This design comes from an exercise in tuning for small area, a short achievable clock period and few clock cycles on the open sky130 flow, not from production work. No functional check of the RTL was part of any run shown here. Power figures rest on the tool's default switching activity, not on a simulated workload.

===== flow/config.mk =====
export PLATFORM = sky130hd
export DESIGN_NAME = rle_codec
export DESIGN_NICKNAME = rle_codec
export VERILOG_FILES = /design/flow/design.v
export SDC_FILE = /design/flow/constraint.sdc
export NUM_CORES = 4
export LEC_CHECK = 0
export CAP_MARGIN = 20
export CORE_MARGIN = 2
export CORE_UTILIZATION = 40
export CTS_BUF_LIST = sky130_fd_sc_hd__clkbuf_8
export CTS_CLUSTER_DIAMETER = 60
export CTS_CLUSTER_SIZE = 18
export PLACE_DENSITY = 0.6
export SETUP_SLACK_MARGIN = 3.6
export SLEW_MARGIN = 20

===== flow/constraint.sdc =====
create_clock -name core_clock -period 6.0 [get_ports {clk}]
set_input_delay 1.2000 -clock core_clock [delete_from_list [all_inputs] [get_ports {clk}]]
set_output_delay 1.2000 -clock core_clock [all_outputs]
set_load 0.01 [all_outputs]

===== flow/design.v =====
module rle_codec (
    input  wire        clk,
    input  wire        rst,
    input  wire        in_valid,
    output wire        in_ready,
    input  wire [7:0]  in_data,
    input  wire        in_last,
    input  wire        in_mode,
    output wire        out_valid,
    input  wire        out_ready,
    output wire [7:0]  out_data,
    output wire        done,
    output wire        err,
    output wire [15:0] err_pos
);
    localparam NR = 128;        
    reg  [10:0] sq0, sq1;       
    reg         sv0, sv1;
    reg         in_rdy;
    reg  [7:0]  lastin;         
    assign in_ready = in_rdy;
    wire        push_in = in_valid && in_rdy;
    wire        pop_in;
    wire [10:0] nq = {in_data == lastin, in_mode, in_last, in_data};
    wire [7:0]  hd = sq0[7:0];
    wire        hl = sq0[8];
    wire        hm = sq0[9];
    wire        hs = sq0[10];
    wire        hv = sv0;
    always @(posedge clk) begin
        if (push_in) lastin <= in_data;
    end
    always @(posedge clk) begin
        if (rst) begin
            sv0    <= 1'b0;
            sv1    <= 1'b0;
            in_rdy <= 1'b1;
        end else begin
            if (pop_in) begin
                if (sv1) begin
                    sq0 <= sq1;
                    if (push_in) begin
                        sq1 <= nq;
                    end else begin
                        sv1 <= 1'b0;
                    end
                end else if (push_in) begin
                    sq0 <= nq;
                end else begin
                    sv0 <= 1'b0;
                end
                in_rdy <= 1'b1;
            end else if (push_in) begin
                if (sv0) begin
                    sq1    <= nq;
                    sv1    <= 1'b1;
                    in_rdy <= 1'b0;
                end else begin
                    sq0 <= nq;
                    sv0 <= 1'b1;
                end
            end
        end
    end
    localparam W_DATA = 2'd0;   
    localparam W_LITC = 2'd1;   
    localparam W_LITS = 2'd2;   
    localparam W_SPEC = 2'd3;   
    reg  [1:0] wf_n;            
    reg  [1:0] wk0, wk1;        
    reg  [7:0] wd0, wd1;        
    reg  [1:0] wfk [0:3];       
    reg  [7:0] wfd [0:3];
    reg  [2:0] wf_cnt;
    reg        hflag;           
    wire       ring_wr;         
    wire       wf_pop;          
    wire [1:0] wf_hk = wfk[0];
    wire [7:0] wf_hd = wfd[0];
    genvar gw;
    generate
        for (gw = 0; gw < 4; gw = gw + 1) begin : g_wf
            wire [9:0] up = (gw < 3) ? {wfk[(gw + 1) % 4], wfd[(gw + 1) % 4]} : 10'd0;
            wire [9:0] cur = {wfk[gw], wfd[gw]};
            reg  [9:0] nxt;
            always @(*) begin
                if (wf_pop) begin
                    if (gw + 1 < wf_cnt)
                        nxt = up;
                    else if (gw + 1 == wf_cnt)
                        nxt = {wk0, wd0};
                    else
                        nxt = {wk1, wd1};
                end else begin
                    if (gw < wf_cnt)
                        nxt = cur;
                    else if (gw == wf_cnt)
                        nxt = {wk0, wd0};
                    else
                        nxt = {wk1, wd1};
                end
            end
            always @(posedge clk) begin
                {wfk[gw], wfd[gw]} <= nxt;
            end
        end
    endgenerate
    wire [2:0] wf_cnt_a = wf_cnt + {1'b0, wf_n};
    wire [2:0] wf_cnt_b = wf_cnt + {1'b0, wf_n} - 3'd1;
    always @(posedge clk) begin
        if (rst) begin
            wf_cnt <= 3'd0;
            hflag  <= 1'b0;
        end else begin
            wf_cnt <= wf_pop ? wf_cnt_b : wf_cnt_a;
            if (wf_pop)
                hflag <= 1'b0;
            else if (ring_wr)
                hflag <= 1'b1;
        end
    end
    reg        lf_push;
    reg  [6:0] lf_val;
    wire       lf_pop;
    reg  [6:0] lfd [0:7];
    reg  [2:0] lfw, lfr;
    reg  [3:0] lf_cnt;
    wire       lf_full = lf_cnt[3];
    wire       lf_ne   = (lf_cnt != 4'd0);
    wire [6:0] lf_h    = lfd[lfr];
    always @(posedge clk) begin
        if (lf_push) lfd[lfw] <= lf_val;
    end
    always @(posedge clk) begin
        if (rst) begin
            lfw    <= 3'd0;
            lfr    <= 3'd0;
            lf_cnt <= 4'd0;
        end else begin
            if (lf_push) lfw <= lfw + 3'd1;
            if (lf_pop)  lfr <= lfr + 3'd1;
            lf_cnt <= lf_cnt + {3'd0, lf_push} - {3'd0, lf_pop};
        end
    end
    reg  [7:0] rd [0:NR-1];
    reg        rm [0:NR-1];
    reg  [6:0] tid;
    reg  [6:0] tid1;            
    reg        rflush;          
    reg        scan;
    reg  [6:0] rp;
    reg  [6:0] nw;
    reg  [6:0] nw1;             
    reg        at_rp;           
    reg        at_nw;           
    reg        at_nw1;          
    reg        fz;              
    wire       take;
    wire       miss;
    wire       lopen;           
    wire       tap_m = rm[NR-1];
    wire [7:0] tap_d = rd[NR-1];
    wire       tap_v = !tap_m || tap_d[7:6] != 2'b00;
    wire       h_flag = (wf_hk == W_LITS) && !hflag;
    wire       h_cont = (wf_hk == W_LITC) || (wf_hk == W_LITS && hflag);
    wire       wr_ok  = h_cont ? at_nw1
                      : h_flag ? (wf_cnt >= 3'd2 || !lopen)
                      : 1'b1;
    assign ring_wr = (wf_cnt != 3'd0) && (!tap_v || take || rflush) &&
                     (scan || !fz) && wr_ok;
    assign wf_pop  = ring_wr && !h_flag;
    wire       w_m = h_flag || (wf_hk == W_SPEC);
    wire [7:0] w_d = h_flag ? 8'h40 : wf_hd;
    wire       recirc = tap_v && !take && !rflush;
    integer ri;
    always @(posedge clk) begin
        for (ri = 1; ri < NR; ri = ri + 1) begin
            rd[ri] <= rd[ri-1];
            rm[ri] <= rm[ri-1];
        end
        rd[0] <= ring_wr ? w_d : recirc ? tap_d : 8'h00;
        rm[0] <= ring_wr ? w_m : !recirc || tap_m;
    end
    localparam R_IDLE = 2'd0;
    localparam R_EP1  = 2'd1;   
    localparam R_EP2  = 2'd2;   
    localparam R_EP3  = 2'd3;   
    reg        ov;
    reg  [7:0] ob, ob2;
    reg        ol, ol2;
    reg  [1:0] ocnt;
    reg        done_r, err_r;
    reg [15:0] errp_r;
    reg  [1:0] rs;
    assign out_valid = ov;
    assign out_data  = ob;
    assign done      = done_r;
    assign err       = err_r;
    assign err_pos   = errp_r;
    wire dpend    = ol || ol2;
    wire at_tap   = tap_v && !rflush && (scan || at_rp);
    wire t_flag   = tap_m && rs == R_IDLE && !tap_d[7];
    wire t_mark   = tap_m && (rs == R_EP3 || (rs == R_IDLE && tap_d[7] && !tap_d[0]));
    assign take   = at_tap && (tap_m && rs != R_IDLE ||
                               !dpend && (!(tap_m && !t_flag) ? (ocnt != 2'd2 && (!t_flag || lf_ne)) : 1'b1));
    assign miss   = at_tap && !take && scan;
    assign lf_pop = take && t_flag;
    wire       o_pop  = ov && out_ready;
    wire       o_push = take && (!tap_m || t_flag);
    wire [7:0] o_pb   = tap_m ? {1'b0, lf_h} : tap_d;
    wire       o_mark = take && t_mark;
    wire [1:0] o_keep = ocnt - {1'b0, o_pop};
    wire       ol_m   = ol  || (o_mark && ocnt == 2'd1);
    wire       ol2_m  = ol2 || (o_mark && ocnt == 2'd2);
    wire at_rp_n = !miss && (tid1 == rp);
    always @(posedge clk) begin
        if (rst) begin
            tid    <= 7'd0;
            tid1   <= 7'd1;
            rflush <= 1'b1;
            scan   <= 1'b1;
            rp     <= 7'd0;
            nw     <= 7'd0;
            nw1    <= 7'd1;
            at_rp  <= 1'b1;
            at_nw  <= 1'b1;
            at_nw1 <= 1'b0;
            fz     <= 1'b0;
        end else begin
            tid    <= tid1;
            tid1   <= tid1 + 7'd1;
            if (tid == 7'd127) rflush <= 1'b0;
            if (ring_wr) begin
                nw  <= tid;
                nw1 <= tid1;
            end
            at_rp  <= at_rp_n;
            at_nw  <= !ring_wr && (tid1 == nw);
            at_nw1 <= ring_wr || (tid1 == nw1);
            fz     <= ring_wr ? at_rp_n
                    : miss    ? !at_nw
                    : at_rp_n || (fz && !at_nw);
            if (scan) begin
                if (miss) begin
                    scan <= 1'b0;
                    rp   <= tid;
                end
            end else if (take) begin
                scan <= 1'b1;
            end
        end
    end
    always @(posedge clk) begin
        if (o_pop && ocnt == 2'd2)
            ob <= ob2;
        else if (o_push && o_keep == 2'd0)
            ob <= o_pb;
        if (o_push && o_keep == 2'd1)
            ob2 <= o_pb;
    end
    always @(posedge clk) begin
        if (rst) begin
            ov     <= 1'b0;
            ocnt   <= 2'd0;
            ol     <= 1'b0;
            ol2    <= 1'b0;
            done_r <= 1'b0;
            err_r  <= 1'b0;
            errp_r <= 16'd0;
            rs     <= R_IDLE;
        end else begin
            ocnt   <= o_keep + {1'b0, o_push};
            ov     <= (o_keep != 2'd0) || o_push;
            ol     <= (o_pop && ocnt == 2'd2) ? ol2_m : (o_keep == 2'd0) ? 1'b0 : ol_m;
            ol2    <= (!o_pop && ocnt == 2'd2) ? ol2_m : 1'b0;
            done_r <= (o_pop && ol_m) || (o_mark && ocnt == 2'd0);
            if (take && tap_m) begin
                case (rs)
                R_IDLE: begin
                    if (tap_d[7]) begin
                        if (tap_d[0]) begin
                            rs <= R_EP1;
                        end else begin
                            err_r  <= 1'b0;
                            errp_r <= 16'd0;
                        end
                    end
                end
                R_EP1: begin
                    errp_r[15:12] <= tap_d[3:0];
                    rs            <= R_EP2;
                end
                R_EP2: begin
                    errp_r[11:6] <= tap_d[5:0];
                    rs           <= R_EP3;
                end
                default: begin
                    err_r       <= 1'b1;
                    errp_r[5:0] <= tap_d[5:0];
                    rs          <= R_IDLE;
                end
                endcase
            end
        end
    end
    reg        infr;            
    reg        fmode;           
    wire       cm = infr ? fmode : hm;
    reg  [7:0] pv;              
    reg  [1:0] pk;              
    reg        inrun;           
    reg  [6:0] rcm;             
    reg  [6:0] ll;              
    reg  [6:0] llm;             
    reg        lo_r;            
    reg        l126, l127;      
    reg  [6:0] ll_n;            
    reg        eflush;          
    assign lopen = lo_r;
    localparam D_FLAG = 3'd0;
    localparam D_LIT  = 3'd1;
    localparam D_REP  = 3'd2;
    localparam D_EXP  = 3'd3;   
    localparam D_END  = 3'd4;   
    localparam D_E1   = 3'd5;   
    localparam D_E2   = 3'd6;   
    localparam D_E3   = 3'd7;   
    reg  [2:0]  dst;
    reg         dlast;          
    reg         derr;           
    reg  [15:0] pos;            
    reg         pos_c;          
    reg  [15:0] fsp;            
    wire dec_in  = (dst == D_FLAG) || (dst == D_LIT) || (dst == D_REP);
    wire eq    = hs;                
    wire room1 = (wf_cnt <= 3'd3);
    wire room2 = (wf_cnt <= 3'd2);
    wire lroom = !lf_full;
    wire e_run   = inrun;
    wire e_rmore = inrun && eq && rcm != 7'd127;           
    wire e_trip  = !inrun && pk == 2'd2 && eq;             
    wire e_pair  = !inrun && pk == 2'd1 && eq;             
    wire e_lit   = !inrun && pk != 2'd0 && !eq;            
    wire e_close = e_lit && (l127 || (pk == 2'd2 && l126));
    wire e_ok    = e_run   ? (e_rmore || room2)
                 : e_trip  ? (!lopen || lroom)
                 : e_lit   ? ((pk == 2'd2 ? room2 : room1) && (!e_close || lroom))
                 : 1'b1;
    wire enc_go  = hv && !cm && !eflush && dec_in && e_ok;
    wire f_rep   = inrun;
    wire f_pend  = !inrun && pk != 2'd0;
    wire f_lit   = !inrun && pk == 2'd0 && lopen;
    wire f_ok    = f_rep  ? room2
                 : f_pend ? ((pk == 2'd2 ? room2 : room1) && lroom)
                 : f_lit  ? lroom
                 : room1;
    wire fl_go   = eflush && f_ok;
    wire dec_go  = hv && cm && !eflush && dec_in && room1;
    wire dec_w   = !dec_in && room1;      
    wire dec_ov  = hv && dst == D_EXP && rcm == 7'd1 && !dlast && room2;
    wire d_flag  = (dec_go && dst == D_FLAG) || dec_ov;
    assign pop_in = enc_go || dec_go || dec_ov;
    always @(*) begin
        wf_n   = 2'd0;
        wk0    = W_DATA;
        wk1    = W_DATA;
        wd0    = pv;
        wd1    = pv;
        lf_push = 1'b0;
        lf_val  = 7'd127;
        if (fl_go) begin
            if (f_rep) begin
                wf_n = 2'd2;
                wd0  = {1'b1, rcm};
            end else if (f_pend) begin
                wf_n = pk;
                wk0  = lopen ? W_LITC : W_LITS;
                wk1  = l127 ? W_LITS : W_LITC;
                lf_push = 1'b1;
                lf_val  = (l127 && pk == 2'd2) ? 7'd127 : llm + {5'd0, pk};
            end else if (f_lit) begin
                lf_push = 1'b1;
                lf_val  = llm;
            end else begin
                wf_n = 2'd1;
                wk0  = W_SPEC;
                wd0  = 8'h80;
            end
        end else if (enc_go) begin
            if (e_run) begin
                if (!e_rmore) begin
                    wf_n = 2'd2;
                    wd0  = {1'b1, rcm};
                end
            end else if (e_trip) begin
                lf_push = lopen;
                lf_val  = llm;
            end else if (e_lit) begin
                wf_n = pk;
                wk0  = lopen ? W_LITC : W_LITS;
                wk1  = l127 ? W_LITS : W_LITC;
                lf_push = e_close;
            end
        end else if (dec_go) begin
            if (dst == D_FLAG) begin
                if (hl) begin
                    wf_n = 2'd1;
                    wk0  = W_SPEC;
                    wd0  = 8'h81;
                end
            end else if (dst == D_REP) begin
                wf_n = 2'd1;
                wd0  = hd;
            end else begin
                wf_n = 2'd1;
                wd0  = hd;
            end
        end else if (dec_w) begin
            wf_n = 2'd1;
            case (dst)
            D_EXP: begin
                wd0 = pv;
                if (dec_ov && hl) begin
                    wf_n = 2'd2;
                    wk1  = W_SPEC;
                    wd1  = 8'h81;
                end
            end
            D_END: begin
                wk0 = W_SPEC;
                wd0 = {7'b1000000, derr};
            end
            D_E1: begin
                wk0 = W_SPEC;
                wd0 = {4'b1100, fsp[15:12]};
            end
            D_E2: begin
                wk0 = W_SPEC;
                wd0 = {2'b11, fsp[11:6]};
            end
            default: begin
                wk0 = W_SPEC;
                wd0 = {2'b11, fsp[5:0]};
            end
            endcase
        end
    end
    always @(*) begin
        ll_n = ll;
        if (fl_go) begin
            if (f_pend)
                ll_n = (l127 && pk == 2'd2) ? 7'd1 : 7'd0;
            else if (f_lit)
                ll_n = 7'd0;
        end else if (enc_go) begin
            if (e_trip)
                ll_n = 7'd0;
            else if (e_lit && pk == 2'd2)
                ll_n = l127 ? 7'd1 : l126 ? 7'd0 : ll + 7'd2;
            else if (e_lit)
                ll_n = l127 ? 7'd0 : ll + 7'd1;
        end
    end
    always @(posedge clk) begin
        if (rst) begin
            infr   <= 1'b0;
            fmode  <= 1'b0;
            pk     <= 2'd0;
            inrun  <= 1'b0;
            rcm    <= 7'd0;
            ll     <= 7'd0;
            llm    <= 7'd127;
            lo_r   <= 1'b0;
            l126   <= 1'b0;
            l127   <= 1'b0;
            eflush <= 1'b0;
            pv     <= 8'd0;
            dst    <= D_FLAG;
            dlast  <= 1'b0;
            derr   <= 1'b0;
            pos    <= 16'd0;
            pos_c  <= 1'b0;
            fsp    <= 16'd0;
        end else begin
            if (pop_in) begin
                infr  <= !hl;
                fmode <= cm;
            end
            ll   <= ll_n;
            llm  <= ll_n - 7'd1;
            lo_r <= (ll_n != 7'd0);
            l126 <= (ll_n == 7'd126);
            l127 <= (ll_n == 7'd127);
            if (fl_go) begin
                if (f_rep) begin
                    inrun <= 1'b0;
                end else if (f_pend) begin
                    pk <= 2'd0;
                end else if (f_lit) begin
                end else begin
                    eflush <= 1'b0;
                end
            end else if (enc_go) begin
                if (hl) eflush <= 1'b1;
                if (e_run) begin
                    if (e_rmore) begin
                        rcm <= rcm + 7'd1;
                    end else begin
                        inrun <= 1'b0;
                        pv    <= hd;
                        pk    <= 2'd1;
                    end
                end else if (e_trip) begin
                    inrun <= 1'b1;
                    rcm   <= 7'd2;
                    pk    <= 2'd0;
                end else if (e_pair) begin
                    pk <= 2'd2;
                end else begin
                    pv <= hd;
                    pk <= 2'd1;
                end
            end else if (dec_go || dec_ov) begin
                if (hl) begin
                    pos   <= 16'd0;
                    pos_c <= 1'b0;
                end else begin
                    pos[7:0] <= pos[7:0] + 8'd1;
                    if (pos_c) pos[15:8] <= pos[15:8] + 8'd1;
                    pos_c <= (pos[7:0] == 8'hfe);
                end
                if (d_flag) begin
                    fsp <= pos;
                    rcm <= hd[6:0];
                    if (hl) begin
                        dst <= D_E1;
                    end else begin
                        dst <= hd[7] ? D_REP : D_LIT;
                    end
                end else case (dst)
                D_REP: begin
                    pv    <= hd;
                    dlast <= hl;
                    derr  <= 1'b0;
                    if (rcm != 7'd0)
                        dst <= D_EXP;
                    else
                        dst <= hl ? D_END : D_FLAG;
                end
                default: begin  
                    rcm <= rcm - 7'd1;
                    if (hl) begin
                        derr <= (rcm != 7'd0);
                        dst  <= D_END;
                    end else if (rcm == 7'd0) begin
                        dst <= D_FLAG;
                    end
                end
                endcase
            end else if (dec_w) begin
                case (dst)
                D_EXP: begin
                    rcm <= rcm - 7'd1;
                    if (rcm == 7'd1) dst <= dlast ? D_END : D_FLAG;
                end
                D_END: dst <= derr ? D_E1 : D_FLAG;
                D_E1:  dst <= D_E2;
                D_E2:  dst <= D_E3;
                default: dst <= D_FLAG;
                endcase
            end
        end
    end
endmodule

===== flow/run.sh =====
#!/bin/bash
# synth_recipe.tcl (not shown) runs the flow's synth.tcl, then flattens the netlist and writes it again
# the make line also repeats each setting of config.mk as NAME=value (left out here)
make -C /OpenROAD-flow-scripts/flow DESIGN_CONFIG=/design/flow/config.mk WORK_HOME=/design/flow/orfs CLKGATE_MAP_FILE= SYNTH_SCRIPT=/design/flow/synth_recipe.tcl finish

==> run summary, run 1 <==
- Synth Instances: roughly 2700
- GRT busiest layer: met2
- Die ar.: 0.09819 sq mm
- Global route overflow: 0
- Static leakage: roughly 17 nW
- Minimum hold slack: a little over 0.3 ns
- Clock latency on the worst-skew pair: about 0.75 ns
- Period utilization: 0.5396
- Crit path required time: about 6.6 ns
- Max-slew violations: 0
- Vias: 20170
- CP arrival: 3.85 ns
- M2 GR Usage: 0.2157
- Fmax: just over 0.3 GHz
- Cts bufs inserted: between 90 and 100
- Status: no timing/DRC/antenna violations
- Cell area after synthesis: ~0.038 sq mm
- Drt wl/cell: approximately 16 um
- Flip-flop and latch area: between 0.03 and 0.04 sq mm
- Area taken by multi-input logic gates: 0.009442 sq mm
- Critical Path Source Type: flip-flop
- Die width: between 300 and 400 um
- Met3 GRT Util: 0.02533
- Number of flops mapped to enable cells by yosys: roughly 110
- Htree depth: 3
- Vias in the first global route: about 20000
- PwrDens: about 430 mW/mm^2
- CTS tree: built
- Placed wire-length estimate: 39470 um
- Initial antenna violation count: 2
- Routability Congestion: 0.8558
- DIE HEIGHT: around 310 um
- Unrepaired setup endpoints after global routing: yes
- Combinational share of power: 0.163
- Filler instances: around 8000
- Peak VDD IR: around 0.00022 V
- Pin count of the biggest net entering global routing: between 70 and 80
- Worst clock skew: about 0.029 ns
- Sequential-to-total area share from yosys stat: 0.7907
- CTS Hold Bufs: 0
- Area growth syn-to-layout: 19.42%
- First-pass GRT wire length: approximately 110000 um
- First DRT Iteration DRCs: approximately 1400
- First drt pass iteration count: 6
- CTS root buffer: clkbuf_8
- Initial Utilization: 0.4035
- Clock Tree Buf Depth: 3
- Critical Path Fanout Max: 4
- Unique masters post-synth: 93
- Worst-Margin Slew: 1.087 ns
- Clk sinks: approximately 1500
- CTS clock-pin slew for the worst setup and hold paths: roughly 0.10 ns
- Int Pwr: 14.38 mW
- Via-to-Cell Ratio: 4.745
- Fraction of layout cells with a size suffix above 1: 0.2372
- Port bufs: between 40 and 50
- Min cycle time layout: between 3 and 4 ns
- DRC errors left: 0
- Synthesized Nets: around 2800
- Setup Crit Path Kind: reg2reg
- Met1 usage: 0.1910
- Yosys warning count: 5
- Syn_area_per_cell: ~14 sq um
- IO Pins: 42
- Detail Route Antenna Nets: 0
- Flops & latches, synth: 1456
- Main flop type after synthesis: dfxtp_1
- Switching share of total power: 0.2653
- Psw: about 5.2 mW
- HP Class: reg2reg
- Setup_tns: 0 ns
- Sequential power share: 0.598
- Clk pwr share: 0.238
- Core Region: ~0.095 sq mm
- Overall Global Routing Usage: 0.1384
- Layout Nets: 3000
- Fraction of registers with async set/reset: 0
- Detailed-route wire length: 69260 um
- # setup viols final: 0
- Rows: 113
- Fin util: 0.4819
- Critical Path Sink Type: flip-flop
- Hold Violations, Final: 0
- Relative slew slack: 0.2700
- MaxCap Viol Count: 0
## power groups by stage
stage / Combinational, mW / Sequential [mW] / Clock (mW)
after floorplan: 1.61 / 11.6 / 0
after global placement: 1.93 / 11.9 / 0
after detailed placement: 1.96 / 11.9 / 0
after CTS: 2.74 / 11.7 / 4.88
after global routing: 3.40 / 11.9 / 5.22
final: 3.19 / 11.7 / 4.67
## final cells by class
type | count | area share
Sequential cell | 1456 | 0.6641
Multi-Input combinational cell | 1128 | 0.2065
Timing Repair Buffer | 227 | 0.05228
Tap cell | 1265 | 0.03462
Clock buffer | 102 | 0.03071
Clock inverter | 32 | 0.007992
Inverter | 40 | 0.003750
Antenna cell | 1 | 0.00005474
## per-layer routing
metal / part of all wire / wire length (um) / up-vias
met5: 0 / 0 / -
met4: 0.032 / 2198 / 0
met3: 0.048 / 3310 / 177
met2: 0.45 / 31320 / 486
met1: 0.47 / 32430 / 9802
li1: - / - / 9704
## flip-flops by register name, summed over array words and instances, names as in the netlist, 8 cells and up, named ones only
| name | count |
|---|---|
| rd | 1024 |
| rm | 128 |
| lfd | 56 |
| wfd | 32 |
| errp_r | 16 |
| fsp | 16 |
| pos | 16 |
| sq0 | 11 |
| sq1 | 11 |
| lastin | 8 |
| ob2 | 8 |
| ob | 8 |
| pv | 8 |
| wfk | 8 |
## final timing paths
path                  start        end  slack, ns  depth (start not counted)
hold / removal    rd[89][5]  rd[90][5]       0.31                          0
setup reg to reg    sq0[10]  wf_cnt[2]       2.76                         13
hold reg to reg   rd[89][5]  rd[90][5]       0.31                          0
setup / recovery    sq0[10]  wf_cnt[2]       2.76                         13
## synth_stat cells, drive strengths merged (16+ instances only)
cell	count	area, sq um
o22ai	16	100.1
a31oi	21	146.4
nor2	221	832.1
edfxtp	112	3363
a211oi	24	192.7
mux2	23	259.0
clkbuf	75	281.5
nor2b	23	143.9
buf	22	115.1
xnor2	29	254.0
a21oi	105	529.3
inv	39	146.4
mux2i	68	680.7
o21ai	61	309.0
ha	31	387.9
xor2	38	332.8
nand3	45	225.2
a22oi	20	150.1
nor3	35	186.4
nand2	113	426.7
dfxtp	1344	26910
## critical path: stages (launching register included)
cell	delay, ns
edfxtp_1	0.54
buf_6	0.19
or2_4	0.24
a211oi_4	0.27
o21a_4	0.22
nor3_4	0.08
a2111oi_4	0.39
ha_4	0.19
inv_2	0.03
fa_1	0.51
ha_1	0.16
nand2_1	0.07
xnor2_1	0.15
nor2_1	0.05
## logic make-up (layout without fill, tap and decap cells)
group	Yosys count	in the layout	synth area share
flip-flops	1456	1456	0.7907
AND/OR/NAND/NOR	549	552	0.06809
AO/OA/AOI/OAI	366	369	0.06649
buffers and inverters	137	401	0.01428
multiplexers	106	106	0.03337
XOR/XNOR	67	67	0.01533
adder cells (fa/ha/maj)	34	34	0.01170
other	0	1	0
## cells in the final DEF (no fill, tap or decap), drive strengths merged, types with 16 or more instances in the layout
master	instances
dfxtp	1344
nor2	221
buf	212
nand2	115
edfxtp	112
a21oi	105
clkbuf	104
mux2i	68
o21ai	62
inv	58
nand3	45
xor2	38
nor3	35
ha	31
xnor2	29
a211oi	24
nor2b	23
mux2	23
a31oi	21
a22oi	20
o22ai	16
## what timing repair did
| item | 4_1_cts | 5_1_grt |
|---|---|---|
| pin swaps | 92 | 75 |
| endpoints found under the setup margin | 396 | 372 |
| resized for setup | 467 | 151 |
| cloned | 8 | 5 |
| setup buffers | 125 | 45 |
## metrics by stage
step           total power, mW  setup WS, ns  area, sq um  std cells
6_report                 19.57         2.763        45710       4251
2_1_floorplan            13.23         2.758        38640       2715
3_5_place_dp             13.84         1.756        40240       3933
4_1_cts                  19.35         2.791        44630       4200
3_3_place_gp             13.81         1.797        40240       3933
5_1_grt                  20.50         2.705        45710       4251
==> run 2, diff against run 1 <==
--- a/flow/config.mk
+++ b/flow/config.mk
@@ -12,5 +12,5 @@
 export CTS_CLUSTER_DIAMETER = 60
 export CTS_CLUSTER_SIZE = 18
 export PLACE_DENSITY = 0.6
-export SETUP_SLACK_MARGIN = 3.6
+export SETUP_SLACK_MARGIN = 3.4
 export SLEW_MARGIN = 20
==> run 2 against run 1 <==
  * Still clean
  * Flip-flop and latch count is the same
  * Total power rose by 0.30%
  * Cell count about the same
  * Critical path type unchanged
  * Largest power group unchanged
  * Highest routed layer unchanged
==> run summary, run 2 <==
- IO Pins: 42
- Number of flops mapped to enable cells by yosys: about 110
- Via-to-Cell Ratio: 4.716
- Worst clock skew: between 0.05 and 0.06 ns
- Reg-to-reg startpoint: sq0[10]
- Crit-path leading delay family: adder cells
- Simple-gate share of the synthesized area: 0.06809
- Synthesized Nets: roughly 2800
- Peak VDD IR: about 0.00022 V
- Port bufs: 41
- Hold Violations, Final: 0
- CP startpoint: sq0[10]
- Min cycle time layout: 3.136 ns
- Detailed-route wire length: around 68000 um
- Post-DP Area: around 0.04 sq mm
- R2R cell count: 13
- Overall Global Routing Usage: 0.1339
- Fraction of registers with async set/reset: 0
- Worst-Margin Slew: between 0.9 and 1 ns
- Minimum hold slack: between 0.3 and 0.4 ns
- Unrepaired setup endpoints after global routing: yes
- CP arrival: 3.79 ns
- Critical Path Stages: 13
- First drt pass iteration count: 7
- Setup Crit Path Kind: reg2reg
- Clock latency on the worst-skew pair: approximately 0.76 ns
- Commonest cells in the netlist: 1344 x dfxtp_1, 220 x nor2_1, 112 x edfxtp_1, 112 x nand2_1, 104 x a21oi_1
- Max-slew violations: 0
- Clock Tree Buf Depth: 3
- Most numerous cell in the Yosys netlist: dfxtp_1
- Fmax: ~0.32 GHz
- Most common cell after layout, fill and taps aside: dfxtp_1
- Commonest non-fill, non-tap cells in the layout: 1304 x dfxtp_1, 183 x nor2_1, 117 x buf_4
- R2r setup slk: about 2.9 ns
- HP Class: reg2reg
- Critical Path Sink Type: flip-flop
- Mux share of post-synthesis cell area: 0.03337
- Sequential-to-total area share from yosys stat: 0.7907
- Core Region: 0.09487 sq mm
- Post-route cell area: between 0.04 and 0.05 sq mm
- CTS tree: built
- DRC errors left: 0
- Hold path startpoint: rd[19][5]
- Clk sinks: 1456
- Die ar.: slightly below 0.1 sq mm
- Synth top area share: 0.7029
- Static leakage: approximately 17 nW
- Unique masters post-synth: a little over 90
- Detail Route Antenna Nets: 0
- Critical Path End: wf_cnt[1]
- Global route overflow: 0
- Vias in the first global route: approximately 20000
- Reg with most FFs: rd
- Crit path required time: approximately 6.7 ns
- CTS root buffer: clkbuf_8
- CTS Hold Bufs: 0
- Critical Path Fanout Max: 4
- Largest area contributor in the netlist: dfxtp_1
- Fraction of layout cells with a size suffix above 1: 0.2232
- Htree depth: 3
- Cts bufs inserted: 100
- Status: no timing/DRC/antenna violations
- DIE HEIGHT: 313.4 um
- Hold Path Depth: 0
- Area growth syn-to-layout: 18.46%
- Yosys warning count: 5
- Initial Utilization: 0.4035
- Main combinational cell family by area after synthesis: simple AND/OR/NAND/NOR gates
- Flops & latches, synth: 1456
- Vias: approximately 20000
- First DRT Iteration DRCs: 1333
- Synth Area in Compound Gates: 0.06648
- PwrDens: between 400 and 500 mW/mm^2
- Place WS: around 1.8 ns
- Metal2 WL: around 30000 um
- Delay of the slowest critical-path stage: between 0.4 and 0.5 ns
- Synth Area in XOR/XNOR: 0.01533
- Cell area after synthesis: approximately 0.038 sq mm
- Placed wire-length estimate: 38600 um
- Period utilization: 0.5227
- Routability Congestion: 0.8463
- Buffers & Inverters on Critical Path: 3
- Fin util: 0.4780
- Main flop type after synthesis: dfxtp_1
- Rows: ~110
- Max Used Layer: met4
- Adder-Cell Fraction of Synth Area: 0.01170
- Setup_tns: 0 ns
- Regs by FF count: rd: 1024 flops, rm: 128 flops, lfd: 56 flops
- Critical Path Source Type: flip-flop
- Setup ws final: 2.864 ns
- RR Endpoint: wf_cnt[1]
- CTS clock-pin slew for the worst setup and hold paths: approximately 0.10 ns
- Layout Nets: roughly 3000
- Pin count of the biggest net entering global routing: approximately 80
- Die width: 313.4 um
- # setup viols final: 0
- Met3 wire len: 2919 um
- M1 WL: around 33000 um
- Syn_area_per_cell: 14.10 sq um
- Drt wl/cell: 15.94 um
- Initial antenna violation count: 3
- Relative slew slack: 0.3526
- Synth top area cells: dfxtp_1 70%, edfxtp_1 8.8%, nor2_1 2.2%
- Worst path cell trace: buf_6 > or2_4 > a211oi_4 > o21a_4 > nor3_4 > buf_12 > a2111oi_4 > ha_2 > inv_2 > fa_1 > ha_1 > nand2_1 > and3_1
- Slowest cell on crit path: edfxtp_1
- MaxCap Viol Count: 0
- Synth Instances: about 2700
- Largest register FFs: a little over 1000
- First-pass GRT wire length: about 110000 um
run 2: what timing repair did:
action / in CTS / in global routing
setup endpoints to repair: 384 / 313
gates cloned: 7 / 3
gates resized for setup: 316 / 230
setup buffers: 84 / 90
pin swaps: 50 / 83
run 2: how the worst min path moves through the flow:
stage	to	slack [ns]
2_1_floorplan	rd[100][0]	0.31
4_1_cts	rd[97][6]	0.32
6_report	rd[20][5]	0.32
3_5_place_dp	rd[19][0]	0.31
3_3_place_gp	rm[58]	0.31
5_1_grt	rd[97][6]	0.33
run 2: kinds of logic after synthesis:
family / after synthesis
flip-flops: 1456
AND/OR/NAND/NOR: 549
AO/OA/AOI/OAI: 366
buffers and inverters: 137
multiplexers: 106
XOR/XNOR: 67
adder cells (fa/ha/maj): 34
run 2: area by class of cell:
class / instances / area [sq um]
Clock buffer: 103 / 1418
Inverter: 40 / 165.2
Multi-Input combinational cell: 1127 / 9210
Clock inverter: 34 / 377.9
Fill cell: 8148 / 49530
Antenna cell: 2 / 5.005
Timing Repair Buffer: 228 / 2235
Tap cell: 1265 / 1583
Sequential cell: 1456 / 30350
run 2: metrics by stage:
stage               cells  power (mW)
floorplan            2715       13.18
global placement     3932       13.77
detailed placement   3932       13.81
CTS                  4160       19.22
global route         4255       20.60
finish               4255       19.63
run 2: where the power goes:
part / internal, mW / switching (mW)
Sequential: 11.2 / 0.508
Clock: 1.74 / 2.93
Combinational: 1.55 / 1.72
run 2: per-layer routing:
| metal | vias up | global-route usage |
|---|---|---|
| met3 | 140 | 0.02632 |
| met4 | 0 | 0.04654 |
| li1 | 9712 | - |
| met5 | - | 0 |
| met2 | 450 | 0.2036 |
| met1 | 9766 | 0.1910 |
==> run 3, diff against run 2 <==
--- a/flow/design.v
+++ b/flow/design.v
@@ -105,14 +105,27 @@
             end
         end
     endgenerate
-    wire [2:0] wf_cnt_a = wf_cnt + {1'b0, wf_n};
-    wire [2:0] wf_cnt_b = wf_cnt + {1'b0, wf_n} - 3'd1;
+    wire [2:0] wf_cm1 = wf_cnt - 3'd1;
+    wire [2:0] wf_cp1 = wf_cnt + 3'd1;
+    wire [2:0] wf_cp2 = wf_cnt + 3'd2;
+    reg  [2:0] wf_cnt_n;
+    always @(*) begin
+        case ({wf_pop, wf_n})
+        3'b000:  wf_cnt_n = wf_cnt;
+        3'b001:  wf_cnt_n = wf_cp1;
+        3'b010:  wf_cnt_n = wf_cp2;
+        3'b100:  wf_cnt_n = wf_cm1;
+        3'b101:  wf_cnt_n = wf_cnt;
+        3'b110:  wf_cnt_n = wf_cp1;
+        default: wf_cnt_n = wf_cnt;
+        endcase
+    end
     always @(posedge clk) begin
         if (rst) begin
             wf_cnt <= 3'd0;
             hflag  <= 1'b0;
         end else begin
-            wf_cnt <= wf_pop ? wf_cnt_b : wf_cnt_a;
+            wf_cnt <= wf_cnt_n;
             if (wf_pop)
                 hflag <= 1'b0;
             else if (ring_wr)
@@ -128,6 +141,8 @@
     wire       lf_full = lf_cnt[3];
     wire       lf_ne   = (lf_cnt != 4'd0);
     wire [6:0] lf_h    = lfd[lfr];
+    wire [3:0] lf_cp1  = lf_cnt + 4'd1;
+    wire [3:0] lf_cm1  = lf_cnt - 4'd1;
     always @(posedge clk) begin
         if (lf_push) lfd[lfw] <= lf_val;
     end
@@ -139,7 +154,11 @@
         end else begin
             if (lf_push) lfw <= lfw + 3'd1;
             if (lf_pop)  lfr <= lfr + 3'd1;
-            lf_cnt <= lf_cnt + {3'd0, lf_push} - {3'd0, lf_pop};
+            case ({lf_push, lf_pop})
+            2'b10:   lf_cnt <= lf_cp1;
+            2'b01:   lf_cnt <= lf_cm1;
+            default: lf_cnt <= lf_cnt;
+            endcase
         end
     end
     reg  [7:0] rd [0:NR-1];
==> run 3 against run 2 <==
  * Total power down 3.0%
  * Highest routed layer unchanged
  * Fmax up 0.13%
  * Cell area is 1.7% higher
  * Routed wire length up 6.5%
  * Largest cell class unchanged
  * Flip-flop and latch count stayed put
  * Combinational power shrank 19%
  * Hold slack worse by 0.035 ns
  * Still clean
  * Sequential share of layout area shrank 1.2 points
  * Setup slack improved by 0.0039 ns
  * Clock skew increased by 0.033 ns
  * Utilization grew 0.61 points
==> run summary, run 3 <==
- Hold Violations, Final: 0
- Max-slew violations: 0
- CTS Hold Bufs: 0
- Minimum hold slack: 0.2884 ns
- Unrepaired setup endpoints after global routing: yes
- Synth top area cells: dfxtp_1 70%, edfxtp_1 8.7%, nor2_1 2.0%
- Relative slew slack: 0.2323
- Global route overflow: 0
- Vias: 20560
- Fraction of layout cells with a size suffix above 1: 0.2369
- Most common cell after layout, fill and taps aside: dfxtp_1
- Main flop type after synthesis: dfxtp_1
- Peak VDD IR: 0.0003152 V
- IO Pins: 42
- Cts bufs inserted: 99
- Critical Path Sink Type: flip-flop
- HP Class: reg2reg
- R2R cell count: 15
- Flops & latches, synth: roughly 1500
- Reg-to-reg startpoint: sq0[10]
- Clock latency on the worst-skew pair: 0.79 ns
- R2r setup slk: between 2 and 3 ns
- Worst-Margin Slew: between 1 and 1.5 ns
- Die width: about 310 um
- Clk sinks: roughly 1500
- Core Region: ~0.095 sq mm
- DRC errors left: 0
- Clock Tree Buf Depth: 3
- M1 WL: about 35000 um
- Area growth syn-to-layout: 19.40%
- CTS tree: built
- Yosys warning count: 5
- Metal2 WL: 31660 um
- Power Total: 19.04 mW
- Pin count of the biggest net entering global routing: 79
- Via-to-Cell Ratio: between 4 and 5
- Status: no timing/DRC/antenna violations
- Most numerous cell in the Yosys netlist: dfxtp_1
- Hold Path Depth: 0
- Synthesized Nets: roughly 2800
- Hold path startpoint: rd[97][7]
- Routability Congestion: 0.8872
- Commonest non-fill, non-tap cells in the layout: 1308 x dfxtp_1, 174 x nor2_1, 126 x nand2_1
- Layout Nets: between 3000 and 4000
- MaxCap Viol Count: 0
- RR Endpoint: llm[4]
- Number of flops mapped to enable cells by yosys: about 110
- Filler instances: 8207
- Vias in the first global route: between 20000 and 25000
- Placed wire-length estimate: roughly 42000 um
- Min cycle time layout: ~3.1 ns
- CTS clock-pin slew for the worst setup and hold paths: ~0.11 ns
- Cell area after synthesis: 0.03863 sq mm
- Syn_area_per_cell: between 10 and 15 sq um
- Setup_tns: 0 ns
- Drt wl/cell: 16.61 um
- Sequential-to-total area share from yosys stat: 0.7835
- Critical Path Fanout Max: 5
- Commonest cells in the netlist: 1344 x dfxtp_1, 204 x nor2_1, 156 x nand2_1
- End of the worst hold path: rd[98][7]
- First drt pass iteration count: 7
- CTS root buffer: clkbuf_8
- DIE HEIGHT: about 310 um
- Initial Utilization: 0.4054
- Overall Global Routing Usage: 0.1434
- Synth top area share: 0.6964
- Post-DP Area: ~0.040 sq mm
- Detail Route Antenna Nets: 0
- Die ar.: approximately 0.099 sq mm
- Rows: ~110
- Largest area contributor in the netlist: dfxtp_1
- PwrDens: slightly above 400 mW/mm^2
- Synth Instances: 2784
- Detailed-route wire length: between 70000 and 80000 um
- Largest register FFs: between 1000 and 1500
- Unique masters post-synth: 96
- CP arrival: 3.78 ns
- Port bufs: around 40
- Regs by FF count: rd: 1024 flops, rm: 128 flops, lfd: 56 flops
- Critical Path Source Type: flip-flop
- Crit path required time: 6.65 ns
- First-pass GRT wire length: 113400 um
- Fmax: 0.3192 GHz
- Period utilization: 0.5221
- # setup viols final: 0
- Htree depth: 3
- Post-route cell area: between 0.04 and 0.05 sq mm
- Met3 wire len: ~3700 um
- First DRT Iteration DRCs: 1402
- Fraction of registers with async set/reset: 0
- Initial antenna violation count: 2
- Worst clock skew: about 0.084 ns
- Max Used Layer: met4
- Setup Crit Path Kind: reg2reg
- Reg with most FFs: rd
- Static leakage: between 15 and 20 nW
==> run 3: cell count changes after synthesis, sizes merged, moves of 13 or more <==
cell    delta
nor2      -16
o221ai    +13
nand2     +44
o21ai     +17
a21oi     +16
==> run 3: timing repair <==
| action | CTS | global route |
|---|---|---|
| resized for setup | 512 | 111 |
| buffers inserted | 155 | 48 |
| setup endpoints to repair | 370 | 331 |
| endpoints found under the hold margin | 0 | 0 |
| cloned | 6 | 0 |
| pin swaps | 132 | 83 |
==> run 3: per-layer routing <==
| layer | track usage | up-vias |
|---|---|---|
| met4 | 0.04892 | 0 |
| met2 | 0.2174 | 437 |
| li1 | - | 9989 |
| met3 | 0.03105 | 142 |
| met5 | 0 | - |
| met1 | 0.2031 | 9990 |
==> run 3: power breakdown <==
| part | internal (mW) | switching, mW |
|---|---|---|
| clock network | 1.77 | 2.93 |
| logic | 1.12 | 1.54 |
| registers | 11.2 | 0.501 |
| total | 14.1 | 4.96 |
==> run 3: critical path: stages, from the launching register on <==
cell,delay (ns)
edfxtp_1,0.55
buf_6,0.18
clkinvlp_4,0.09
a41o_1,0.24
and3_4,0.20
buf_6,0.11
buf_6,0.11
nor3_4,0.22
buf_4,0.15
buf_6,0.13
mux2i_4,0.08
a221oi_4,0.39
ha_2,0.29
nand2_2,0.07
nor3_1,0.14
o21ai_1,0.09
==> run 3: cell families (layout without fill, tap and decap cells) <==
logic type                 Yosys count  in the layout  share of synthesized area
xor gates and xnor gates            70             70                    0.01587
AOI/OAI and AO/OA                  401            402                    0.07025
and+or+nand+nor                    579            582                    0.07212
DFF                               1456           1456                     0.7835
adders and majority gates           37             37                    0.01218
buffers and inverters              147            440                    0.01580
other                                0              2                          0
muxes                               94             94                    0.03028
==> run 3: area by class of cell <==
class,instances,area (sq um),share of cell area
Clock inverter,35,412.9,0.008951
Clock buffer,101,1390,0.03014
Sequential cell,1456,30340,0.6577
Timing Repair Buffer,257,2472,0.05360
Multi-Input combinational cell,1185,9736,0.2111
Inverter,47,192.7,0.004177
Tap cell,1265,1583,0.03431
Antenna cell,2,5.005,0.0001085
==> run 3: stage by stage <==
| stage | util | setup WS [ns] | std cells |
|---|---|---|---|
| 2_1_floorplan | - | 2.685 | 2784 |
| 3_3_place_gp | 0.4249 | 1.739 | 4001 |
| 3_5_place_dp | 0.4249 | 1.690 | 4001 |
| 4_1_cts | 0.4744 | 2.908 | 4298 |
| 5_1_grt | 0.4840 | 2.762 | 4347 |
| 6_report | 0.4841 | 2.868 | 4348 |
==> run 3: worst max-delay path by stage <==
stage,start,endpoint,slack [ns]
2_1_floorplan,wf_cnt[2],lf_cnt[2],2.69
3_3_place_gp,wf_cnt[2],lf_cnt[2],1.74
3_5_place_dp,wf_cnt[2],lf_cnt[2],1.69
4_1_cts,sq0[10],lf_cnt[2],2.91
5_1_grt,sq0[10],llm[4],2.76
6_report,sq0[10],llm[4],2.87
==> run 4, diff against run 3 <==
--- a/flow/design.v
+++ b/flow/design.v
@@ -132,7 +132,7 @@
                 hflag <= 1'b1;
         end
     end
-    reg        lf_push;
+    reg        lf_push;         
     reg  [6:0] lf_val;
     wire       lf_pop;
     reg  [6:0] lfd [0:7];
@@ -333,7 +333,6 @@
     reg  [6:0] llm;             
     reg        lo_r;            
     reg        l126, l127;      
-    reg  [6:0] ll_n;            
     reg        eflush;          
     assign lopen = lo_r;
     localparam D_FLAG = 3'd0;
@@ -352,9 +351,15 @@
     reg  [15:0] fsp;            
     wire dec_in  = (dst == D_FLAG) || (dst == D_LIT) || (dst == D_REP);
     wire eq    = hs;                
-    wire room1 = (wf_cnt <= 3'd3);
-    wire room2 = (wf_cnt <= 3'd2);
-    wire lroom = !lf_full;
+    reg  [1:0] a_n;
+    reg  [1:0] a_k0, a_k1;
+    reg  [7:0] a_d0, a_d1;
+    reg        a_lf;
+    reg  [6:0] a_lv;
+    wire [2:0] wf_eff = wf_cnt + {1'b0, wf_n};
+    wire room1 = (wf_eff <= 3'd3);
+    wire room2 = (wf_eff <= 3'd2);
+    wire lroom = !lf_full && !(lf_cnt == 4'd7 && lf_push);
     wire e_run   = inrun;
     wire e_rmore = inrun && eq && rcm != 7'd127;           
     wire e_trip  = !inrun && pk == 2'd2 && eq;             
@@ -380,106 +385,130 @@
     wire d_flag  = (dec_go && dst == D_FLAG) || dec_ov;
     assign pop_in = enc_go || dec_go || dec_ov;
     always @(*) begin
-        wf_n   = 2'd0;
-        wk0    = W_DATA;
-        wk1    = W_DATA;
-        wd0    = pv;
-        wd1    = pv;
-        lf_push = 1'b0;
-        lf_val  = 7'd127;
+        a_n   = 2'd0;
+        a_k0    = W_DATA;
+        a_k1    = W_DATA;
+        a_d0    = pv;
+        a_d1    = pv;
+        a_lf = 1'b0;
+        a_lv  = 7'd127;
         if (fl_go) begin
             if (f_rep) begin
-                wf_n = 2'd2;
-                wd0  = {1'b1, rcm};
+                a_n = 2'd2;
+                a_d0  = {1'b1, rcm};
             end else if (f_pend) begin
-                wf_n = pk;
-                wk0  = lopen ? W_LITC : W_LITS;
-                wk1  = l127 ? W_LITS : W_LITC;
-                lf_push = 1'b1;
-                lf_val  = (l127 && pk == 2'd2) ? 7'd127 : llm + {5'd0, pk};
+                a_n = pk;
+                a_k0  = lopen ? W_LITC : W_LITS;
+                a_k1  = l127 ? W_LITS : W_LITC;
+                a_lf = 1'b1;
+                a_lv  = (l127 && pk == 2'd2) ? 7'd127 : llm + {5'd0, pk};
             end else if (f_lit) begin
-                lf_push = 1'b1;
-                lf_val  = llm;
+                a_lf = 1'b1;
+                a_lv  = llm;
             end else begin
-                wf_n = 2'd1;
-                wk0  = W_SPEC;
-                wd0  = 8'h80;
+                a_n = 2'd1;
+                a_k0  = W_SPEC;
+                a_d0  = 8'h80;
             end
         end else if (enc_go) begin
             if (e_run) begin
                 if (!e_rmore) begin
-                    wf_n = 2'd2;
-                    wd0  = {1'b1, rcm};
+                    a_n = 2'd2;
+                    a_d0  = {1'b1, rcm};
                 end
             end else if (e_trip) begin
-                lf_push = lopen;
-                lf_val  = llm;
+                a_lf = lopen;
+                a_lv  = llm;
             end else if (e_lit) begin
-                wf_n = pk;
-                wk0  = lopen ? W_LITC : W_LITS;
-                wk1  = l127 ? W_LITS : W_LITC;
-                lf_push = e_close;
+                a_n = pk;
+                a_k0  = lopen ? W_LITC : W_LITS;
+                a_k1  = l127 ? W_LITS : W_LITC;
+                a_lf = e_close;
             end
         end else if (dec_go) begin
             if (dst == D_FLAG) begin
                 if (hl) begin
-                    wf_n = 2'd1;
-                    wk0  = W_SPEC;
-                    wd0  = 8'h81;
+                    a_n = 2'd1;
+                    a_k0  = W_SPEC;
+                    a_d0  = 8'h81;
                 end
             end else if (dst == D_REP) begin
-                wf_n = 2'd1;
-                wd0  = hd;
+                a_n = 2'd1;
+                a_d0  = hd;
             end else begin
-                wf_n = 2'd1;
-                wd0  = hd;
+                a_n = 2'd1;
+                a_d0  = hd;
             end
         end else if (dec_w) begin
-            wf_n = 2'd1;
+            a_n = 2'd1;
             case (dst)
             D_EXP: begin
-                wd0 = pv;
+                a_d0 = pv;
                 if (dec_ov && hl) begin
-                    wf_n = 2'd2;
-                    wk1  = W_SPEC;
-                    wd1  = 8'h81;
+                    a_n = 2'd2;
+                    a_k1  = W_SPEC;
+                    a_d1  = 8'h81;
                 end
             end
             D_END: begin
-                wk0 = W_SPEC;
-                wd0 = {7'b1000000, derr};
+                a_k0 = W_SPEC;
+                a_d0 = {7'b1000000, derr};
             end
             D_E1: begin
-                wk0 = W_SPEC;
-                wd0 = {4'b1100, fsp[15:12]};
+                a_k0 = W_SPEC;
+                a_d0 = {4'b1100, fsp[15:12]};
             end
             D_E2: begin
-                wk0 = W_SPEC;
-                wd0 = {2'b11, fsp[11:6]};
+                a_k0 = W_SPEC;
+                a_d0 = {2'b11, fsp[11:6]};
             end
             default: begin
-                wk0 = W_SPEC;
-                wd0 = {2'b11, fsp[5:0]};
+                a_k0 = W_SPEC;
+                a_d0 = {2'b11, fsp[5:0]};
             end
             endcase
         end
     end
+    always @(posedge clk) begin
+        if (rst) begin
+            wf_n    <= 2'd0;
+            lf_push <= 1'b0;
+        end else begin
+            wf_n    <= a_n;
+            lf_push <= a_lf;
+        end
+        wk0    <= a_k0;
+        wk1    <= a_k1;
+        wd0    <= a_d0;
+        wd1    <= a_d1;
+        lf_val <= a_lv;
+    end
+    localparam L_KEEP = 3'd0;
+    localparam L_ZERO = 3'd1;
+    localparam L_ONE  = 3'd2;
+    localparam L_INC1 = 3'd3;
+    localparam L_INC2 = 3'd4;
+    reg  [2:0] lsel;
     always @(*) begin
-        ll_n = ll;
+        lsel = L_KEEP;
         if (fl_go) begin
             if (f_pend)
-                ll_n = (l127 && pk == 2'd2) ? 7'd1 : 7'd0;
+                lsel = (l127 && pk == 2'd2) ? L_ONE : L_ZERO;
             else if (f_lit)
-                ll_n = 7'd0;
+                lsel = L_ZERO;
         end else if (enc_go) begin
             if (e_trip)
-                ll_n = 7'd0;
+                lsel = L_ZERO;
             else if (e_lit && pk == 2'd2)
-                ll_n = l127 ? 7'd1 : l126 ? 7'd0 : ll + 7'd2;
+                lsel = l127 ? L_ONE : l126 ? L_ZERO : L_INC2;
             else if (e_lit)
-                ll_n = l127 ? 7'd0 : ll + 7'd1;
+                lsel = l127 ? L_ZERO : L_INC1;
         end
     end
+    wire [6:0] ll_p1 = ll + 7'd1;
+    wire [6:0] ll_p2 = ll + 7'd2;
+    wire       l125  = (ll == 7'd125);
+    wire       l124  = (ll == 7'd124);
     always @(posedge clk) begin
         if (rst) begin
             infr   <= 1'b0;
@@ -505,11 +534,21 @@
                 infr  <= !hl;
                 fmode <= cm;
             end
-            ll   <= ll_n;
-            llm  <= ll_n - 7'd1;
-            lo_r <= (ll_n != 7'd0);
-            l126 <= (ll_n == 7'd126);
-            l127 <= (ll_n == 7'd127);
+            case (lsel)
+            L_ZERO: begin
+                ll <= 7'd0; llm <= 7'd127; lo_r <= 1'b0; l126 <= 1'b0; l127 <= 1'b0;
+            end
+            L_ONE: begin
+                ll <= 7'd1; llm <= 7'd0; lo_r <= 1'b1; l126 <= 1'b0; l127 <= 1'b0;
+            end
+            L_INC1: begin
+                ll <= ll_p1; llm <= ll; lo_r <= 1'b1; l126 <= l125; l127 <= l126;
+            end
+            L_INC2: begin
+                ll <= ll_p2; llm <= ll_p1; lo_r <= 1'b1; l126 <= l124; l127 <= l125;
+            end
+            default: ;
+            endcase
             if (fl_go) begin
                 if (f_rep) begin
                     inrun <= 1'b0;
==> run 4 against run 3 <==
  * Clock skew fell by 0.038 ns
  * Cell count fell by 0.57%
  * Die area grew 2.2%
  * Critical path depth decreased by 4
  * Register-to-register slack improved by 0.14 ns
  * First-iteration DRC count shrank 17%
  * Via count rose by 0.42%
  * Setup slack better by 0.14 ns
  * Fmax up 4.7%
  * Hold slack improved by 0.0086 ns
  * Non-clock buffer count down 75
  * Global-route usage shrank 1.1 points
==> run summary, run 4 <==
- Status: no timing/DRC/antenna violations
- Critical Path Source Type: flip-flop
- Unrepaired setup endpoints after global routing: yes
- Setup_tns: 0 ns
- Peak VDD IR: between 0.0002 and 0.00025 V
- Port bufs: between 40 and 50
- Synthesized Nets: 2867
- Syn_area_per_cell: 14.03 sq um
- Placed wire-length estimate: between 30000 and 40000 um
- Critical Path Sink Type: flip-flop
- Number of flops mapped to enable cells by yosys: approximately 110
- Worst clock skew: around 0.046 ns
- Die ar.: between 0.1 and 0.15 sq mm
- Minimum hold slack: 0.2970 ns
- Critical Path End: sq1[9]
- RR Endpoint: sq1[9]
- Largest area contributor in the netlist: dfxtp_1
- Crit path required time: ~6.4 ns
- Htree depth: 3
- Synth top area cells: dfxtp_1 70%, edfxtp_1 8.5%, mux2i_1 2.3%
- R2R cell count: 11
- Fraction of registers with async set/reset: 0
- Setup Crit Path Kind: reg2reg
- Pin count of the biggest net entering global routing: between 90 and 100
- R2r setup slk: roughly 3.0 ns
- Reg with most FFs: rd
- Hold Violations, Final: 0
- CP arrival: approximately 3.4 ns
- Die width: 318.3 um
- Routability Congestion: ~0.84
- Place WS: 1.893 ns
- DRC errors left: 0
- Commonest non-fill, non-tap cells in the layout: 1339 x dfxtp_1, 145 x nor2_1, 112 x edfxtp_1
- Cell area after synthesis: between 0.03 and 0.04 sq mm
- Clock Tree Buf Depth: 3
- Relative slew slack: 0.4000
- Synth top area share: 0.6963
- Period utilization: 0.4985
- Reg-to-reg startpoint: wf_n[0]
- Commonest cells in the netlist: 1374 x dfxtp_1, 160 x nor2_1, 143 x nand2_1
- Yosys warning count: 5
- Vias: about 21000
- Post-route cell area: ~0.046 sq mm
- CTS tree: built
- Area growth syn-to-layout: 15.40%
- GRT busiest layer: met2
- Clk sinks: about 1500
- Cts bufs inserted: between 100 and 150
- Layout Nets: slightly above 3000
- PwrDens: between 400 and 500 mW/mm^2
- Overall Global Routing Usage: 0.1326
- HP Class: reg2reg
- Clock latency on the worst-skew pair: between 0.7 and 0.8 ns
- First-pass GRT wire length: around 110000 um
- CTS clock-pin slew for the worst setup and hold paths: 0.10 ns
- Placed cells: around 4000
- First drt pass iteration count: 5
- IO Pins: 42
- Flops & latches, synth: about 1500
- First DRT Iteration DRCs: between 1000 and 1500
- MaxCap Viol Count: 0
- Main flop type after synthesis: dfxtp_1
- Met1 usage: 0.1819
- Worst-Margin Slew: around 0.90 ns
- Core Region: about 0.1 sq mm
- Initial Utilization: 0.4025
- M2 GR Usage: 0.2056
- Min cycle time layout: around 3 ns
- Initial antenna violation count: 1
- Fraction of layout cells with a size suffix above 1: 0.2037
- Detailed-route wire length: 68540 um
- Fmax: approximately 0.33 GHz
- CP startpoint: wf_n[0]
- # setup viols final: 0
- Most common cell after layout, fill and taps aside: dfxtp_1
- Sequential-to-total area share from yosys stat: 0.7815
- Most numerous cell in the Yosys netlist: dfxtp_1
- Setup ws final: about 3 ns
- DIE HEIGHT: 318.3 um
- Drt wl/cell: between 15 and 20 um
- Vias in the first global route: roughly 21000
- Static leakage: 17.33 nW
- Met3 GRT Util: 0.02347
- CTS Hold Bufs: 0
- Via-to-Cell Ratio: ~4.8
- CTS root buffer: clkbuf_8
- Largest register FFs: between 1000 and 1500
- Regs by FF count: rd: 1024 flops, rm: 128 flops, lfd: 56 flops
- Rows: between 100 and 150
- Synth Instances: roughly 2800
- Detail Route Antenna Nets: 0
- Post-DP Area: 0.04137 sq mm
- Max-slew violations: 0
- Critical Path Fanout Max: 7
- Unique masters post-synth: 89
- Non-filler cells, final: ~4300
- Global route overflow: 0
-- run 4: power breakdown --
part	total, mW	internal [mW]	switching, mW
combinational	2.54	1.08	1.46
clock	4.70	1.76	2.94
sequential	11.8	11.3	0.512
total	19.0	14.1	4.91
-- run 4: area by class of cell --
type,count,area (sq um)
antenna,2,5.005
clock buffer,106,1459
clock inverter,30,310.3
fill,8509,52550
inverter,44,177.7
multi-input combinational,1186,9320
sequential,1486,30930
tap,1287,1610
timing repair buffer,182,1770
-- run 4: repair_timing --
| action | in CTS | in global routing |
|---|---|---|
| setup buffers | 96 | 31 |
| resized for setup | 352 | 74 |
| pin swaps | 96 | 45 |
| setup endpoints to repair | 304 | 213 |
| cloned | 9 | 1 |
-- run 4: logic make-up after synthesis --
logic type | synth area share
muxes | 0.04365
AOI/OAI and AO/OA | 0.06411
DFF | 0.7815
and+or+nand+nor | 0.06867
buffers and inverters | 0.01571
adders and majority gates | 0.01261
xor gates and xnor gates | 0.01378
-- run 4: layer usage --
metal | up-vias | share of wire | routed length, um
met4 | 0 | 0.037 | 2528
met2 | 504 | 0.44 | 30320
met1 | 10040 | 0.48 | 32800
met3 | 185 | 0.042 | 2897
met5 | - | 0 | 0
li1 | 9913 | - | -
-- run 4: through the flow --
step / total power [mW] / utilization
6_report: 19.03 / 0.4645
5_1_grt: 19.93 / 0.4645
4_1_cts: 19.09 / 0.4586
3_5_place_dp: 13.81 / 0.4216
3_3_place_gp: 13.77 / 0.4216
2_1_floorplan: 13.27 / -
-- run 4: worst min-delay path by stage --
stage          startpoint         end  slack [ns]  cells after the start
6_report           rm[45]      rm[46]        0.30                      0
3_5_place_dp    rd[49][5]   rd[50][5]        0.31                      0
2_1_floorplan   rd[99][0]  rd[100][0]        0.31                      0
5_1_grt            rm[45]      rm[46]        0.31                      0
4_1_cts            rm[45]      rm[46]        0.28                      0
3_3_place_gp     rd[1][4]    rd[2][4]        0.31                      0
-- run 4: worst max-delay path, cell delays in order (launching register included) --
cell       delay (ns)
dfxtp_4          0.36
ha_4             0.12
inv_2            0.03
fa_2             0.56
nand4bb_4        0.19
nand2_4          0.07
a21o_4           0.23
or3_4            0.51
nand2_8          0.12
nand2_8          0.07
a21oi_4          0.23
clkbuf_16        0.19
==> run 5, diff against run 4 <==
--- a/flow/design.v
+++ b/flow/design.v
@@ -132,7 +132,7 @@
                 hflag <= 1'b1;
         end
     end
-    reg        lf_push;         
+    reg        lf_push;
     reg  [6:0] lf_val;
     wire       lf_pop;
     reg  [6:0] lfd [0:7];
@@ -356,10 +356,9 @@
     reg  [7:0] a_d0, a_d1;
     reg        a_lf;
     reg  [6:0] a_lv;
-    wire [2:0] wf_eff = wf_cnt + {1'b0, wf_n};
-    wire room1 = (wf_eff <= 3'd3);
-    wire room2 = (wf_eff <= 3'd2);
-    wire lroom = !lf_full && !(lf_cnt == 4'd7 && lf_push);
+    wire room1 = (wf_cnt <= 3'd3);
+    wire room2 = (wf_cnt <= 3'd2);
+    wire lroom = !lf_full;
     wire e_run   = inrun;
     wire e_rmore = inrun && eq && rcm != 7'd127;           
     wire e_trip  = !inrun && pk == 2'd2 && eq;             
@@ -469,19 +468,14 @@
             endcase
         end
     end
-    always @(posedge clk) begin
-        if (rst) begin
-            wf_n    <= 2'd0;
-            lf_push <= 1'b0;
-        end else begin
-            wf_n    <= a_n;
-            lf_push <= a_lf;
-        end
-        wk0    <= a_k0;
-        wk1    <= a_k1;
-        wd0    <= a_d0;
-        wd1    <= a_d1;
-        lf_val <= a_lv;
+    always @(*) begin
+        wf_n    = a_n;
+        lf_push = a_lf;
+        wk0     = a_k0;
+        wk1     = a_k1;
+        wd0     = a_d0;
+        wd1     = a_d1;
+        lf_val  = a_lv;
     end
     localparam L_KEEP = 3'd0;
     localparam L_ZERO = 3'd1;
==> run 5 against run 4 <==
  * Area after synthesis decreased by 2.1%
  * Cell count increased by 0.58%
  * Utilization increased by 0.94 points
  * Flip-flop and latch count decreased by 30
  * Setup slack improved by 0.044 ns
  * Sequential power about the same
  * Critical path depth decreased by 1
  * Synthesized cell count decreased by 1.1%
  * Still clean
  * Sequential share of layout area decreased by 1.3 points
  * Clock skew decreased by 0.0061 ns
  * Critical path type unchanged
==> run summary, run 5 <==
- Reg-to-reg startpoint: pk[1]
- Worst clock skew: about 0.040 ns
- Synth top area share: 0.6957
- Max-slew violations: 0
- Die width: around 310 um
- Worst path cell trace: or3_4 > mux2i_4 > and3_4 > buf_4 > buf_6 > a22o_4 > a222oi_1 > buf_4 > nand2_2 > a32o_1
- Core Region: around 0.096 sq mm
- Critical Path Source Type: flip-flop
- Clock latency on the worst-skew pair: 0.76 ns
- Period utilization: 0.4912
- Port bufs: just over 40
- Place WS: just under 2 ns
- CTS clock-pin slew for the worst setup and hold paths: around 0.10 ns
- Synthesized Nets: around 2800
- CTS root buffer: clkbuf_8
- Global route overflow: 0
- Via-to-Cell Ratio: around 4.7
- Combinational share of power: 0.194
- Clk pwr share: 0.229
- Unique masters post-synth: between 90 and 100
- Rows: between 100 and 150
- Commonest non-fill, non-tap cells in the layout: 1307 x dfxtp_1, 156 x nor2_1, 150 x buf_4
- Vias in the first global route: approximately 20000
- IO Pins: between 40 and 50
- Htree depth: 3
- RR Endpoint: wfd[0][1]
- Clk sinks: about 1500
- Power Total: approximately 20 mW
- Detail Route Antenna Nets: 0
- Overall Global Routing Usage: 0.1375
- Switching share of total power: 0.2725
- Placed wire-length estimate: about 40000 um
- Most numerous cell in the Yosys netlist: dfxtp_1
- Most common cell after layout, fill and taps aside: dfxtp_1
- Delay of the slowest critical-path stage: 0.43 ns
- Sequential-to-total area share from yosys stat: 0.7827
- Buffers & Inverters on Critical Path: 3
- Fin util: 0.4739
- Critical Path End: wfd[0][1]
- Most used cell, CP: buf_4
- Reg with most FFs: rd
- MaxCap Viol Count: 0
- Clock Tree Buf Depth: 3
- Min cycle time layout: just under 3 ns
- Cell area after synthesis: 0.03867 sq mm
- Layout Nets: roughly 3100
- Pin count of the biggest net entering global routing: between 90 and 100
- First DRT Iteration DRCs: ~1300
- Flops & latches, synth: 1456
- Crit-path leading delay family: compound AO/OA/AOI/OAI gates
- Static leakage: 17.49 nW
- Commonest cells in the netlist: 1344 x dfxtp_1, 175 x nor2_1, 147 x nand2_1
- Yosys warning count: 5
- CP arrival: between 3 and 4 ns
- Largest area contributor in the netlist: dfxtp_1
- # setup viols final: 0
- R2r setup slk: between 3 and 4 ns
- Synth top area cells: dfxtp_1 70%, edfxtp_1 8.7%, a21oi_1 1.7%
- Vias: between 20000 and 25000
- Fraction of layout cells with a size suffix above 1: 0.2182
- Hold Path Depth: 0
- Critical Path Sink Type: flip-flop
- Drt wl/cell: between 15 and 20 um
- Regs by FF count: rd: 1024 flops, rm: 128 flops, lfd: 56 flops
- Minimum hold slack: about 0.31 ns
- Synth Instances: between 2000 and 3000
- Setup ws final: between 3 and 4 ns
- Psw: about 5.5 mW
- Int Pwr: roughly 15 mW
- Die ar.: 0.09918 sq mm
- Critical Path Stages: 10
- Main flop type after synthesis: dfxtp_1
- Critical Path Fanout Max: 6
- Sequential power share: 0.577
- DIE HEIGHT: around 310 um
- Fmax: ~0.34 GHz
- First drt pass iteration count: 11
- Mux share of post-synthesis cell area: 0.03362
- Simple-gate share of the synthesized area: 0.07150
- Slowest cell on crit path: a222oi_1
- CTS Hold Bufs: 0
- Area growth syn-to-layout: 17.99%
- Fraction of registers with async set/reset: 0
- Crit path required time: about 6.5 ns
- Peak VDD IR: 0.0001996 V
- CTS tree: built
- Detailed-route wire length: between 70000 and 80000 um
- Hold Violations, Final: 0
- Synth Area in Compound Gates: 0.06969
- CP startpoint: pk[1]
- Cts bufs inserted: a little over 100
- Adder-Cell Fraction of Synth Area: 0.01178
- Synth Area in XOR/XNOR: 0.01472
- Setup_tns: 0 ns
- Unrepaired setup endpoints after global routing: yes
- Initial antenna violation count: 1
- Status: no timing/DRC/antenna violations
- Syn_area_per_cell: 13.89 sq um
- Main combinational cell family by area after synthesis: simple AND/OR/NAND/NOR gates
- Routability Congestion: about 0.83
- R2R cell count: 10
- Setup Crit Path Kind: reg2reg
- First-pass GRT wire length: 110000 um
- Number of flops mapped to enable cells by yosys: 112
- DRC errors left: 0
- Largest register FFs: 1024
- Initial Utilization: 0.4017
- Relative slew slack: 0.2668
- HP Class: reg2reg
- Worst-Margin Slew: roughly 1.1 ns
- PwrDens: roughly 440 mW/mm^2
run 5: changes by cell type after synthesis, moves of 11 or more:
cell / change
nand3_1: +31
a31oi_1: +16
mux2_2: -20
nand4_1: -11
a21o_1: -11
nor2_1: +15
mux2i_1: -25
dfxtp_1: -30
run 5: how the worst min path moves through the flow:
| stage | slack, ns | from | to |
|---|---|---|---|
| 2_1_floorplan | 0.31 | rd[99][0] | rd[100][0] |
| 3_3_place_gp | 0.31 | rd[83][7] | rd[84][7] |
| 3_5_place_dp | 0.31 | rd[109][3] | rd[110][3] |
| 4_1_cts | 0.30 | rd[1][1] | rd[2][1] |
| 5_1_grt | 0.30 | rd[1][1] | rd[2][1] |
| 6_report | 0.31 | rd[1][1] | rd[2][1] |
run 5: logic make-up (layout without fill, tap and decap cells):
family          Yosys count  in the layout
compound gates          400            405
fa+ha+maj                36             36
simple gates            573            576
mux                     106            106
flops                  1456           1456
other cells               0              2
xor+xnor                 65             65
buf+inv                 148            426
run 5: timing repair:
item | CTS | global route
endpoints found under the hold margin | 0 | 0
gates cloned | 10 | 6
pin swaps | 50 | 74
gates resized for setup | 287 | 148
endpoints found under the setup margin | 384 | 248
buffers inserted | 116 | 76
run 5: per-stage QoR:
stage                     area (sq um)  cells
after floorplan                  39180   2784
after global placement           40640   4001
after detailed placement         40640   4001
after CTS                        44260   4264
after global routing             45630   4347
final                            45630   4348
run 5: worst reg2reg max path, stage by stage (launching register included):
cell	delay, ns
dfxtp_4	0.35
or3_4	0.42
mux2i_4	0.21
and3_4	0.20
buf_4	0.14
buf_6	0.12
a22o_4	0.29
a222oi_1	0.43
buf_4	0.24
nand2_2	0.05
a32o_1	0.22
run 5: final cells by class:
type	instances	area, sq um
timing repair buffer	253	2526
multi-input combinational	1188	9240
clock buffer	103	1418
clock inverter	34	327.8
fill	8318	50650
inverter	36	165.2
tap	1276	1597
sequential	1456	30350
antenna	2	5.005
run 5: power by group through the flow:
stage | registers, mW | clock network [mW] | logic [mW]
after detailed placement | 11.9 | 0 | 2.48
after global placement | 11.9 | 0 | 2.46
after CTS | 11.7 | 4.84 | 3.26
after global routing | 11.8 | 5.19 | 4.18
final | 11.7 | 4.63 | 3.94
after floorplan | 11.6 | 0 | 1.96
run 5: metal layers:
| layer | track usage | wire length, um | part of all wire |
|---|---|---|---|
| met5 | 0 | 0 | 0 |
| met4 | 0.05108 | 2018 | 0.029 |
| met3 | 0.02638 | 3575 | 0.051 |
| met2 | 0.2069 | 30390 | 0.43 |
| met1 | 0.1967 | 34220 | 0.49 |

## re-timing with driven ports
In the flow no input, the clock included, has a driving cell. The finished layouts below were timed again as built, in two steps.
Step 1, drivers: a clkbuf_16 drives clk and a buf_2 each remaining input, both assumed.
Step 2, shift: input delay + t, output delay - t, t = (earliest + latest rising clock arrival at the registers) / 2. This alone moves slack from input paths to output paths.
Three values: no drivers, after step 1, after step 2; two values: the first two.
| run | t (ns) | slack for setup (ns) | clock arrival spread, ns | worst data-port slew with drivers (ns) |
|---|---|---|---|---|
| run 1 | 0.800 | 2.763 / 2.762 / 2.762 | 0.039 / 0.040 | 0.03 |
| run 2 | 0.802 | 2.864 / 2.864 / 2.743 | 0.054 / 0.054 | 0.04 |
| run 3 | 0.800 | 2.868 / 2.868 / 2.777 | 0.085 / 0.084 | 0.04 |
| run 4 | 0.790 | 3.009 / 3.009 / 2.720 | 0.051 / 0.051 | 0.04 |
| run 5 | 0.799 | 3.053 / 3.053 / 2.831 | 0.040 / 0.040 | 0.04 |
After both steps every run listed still meets setup and hold. For run 4, which loses most, drivers alone change the setup slack by 0.000 ns; drivers and shift together by -0.289 ns.
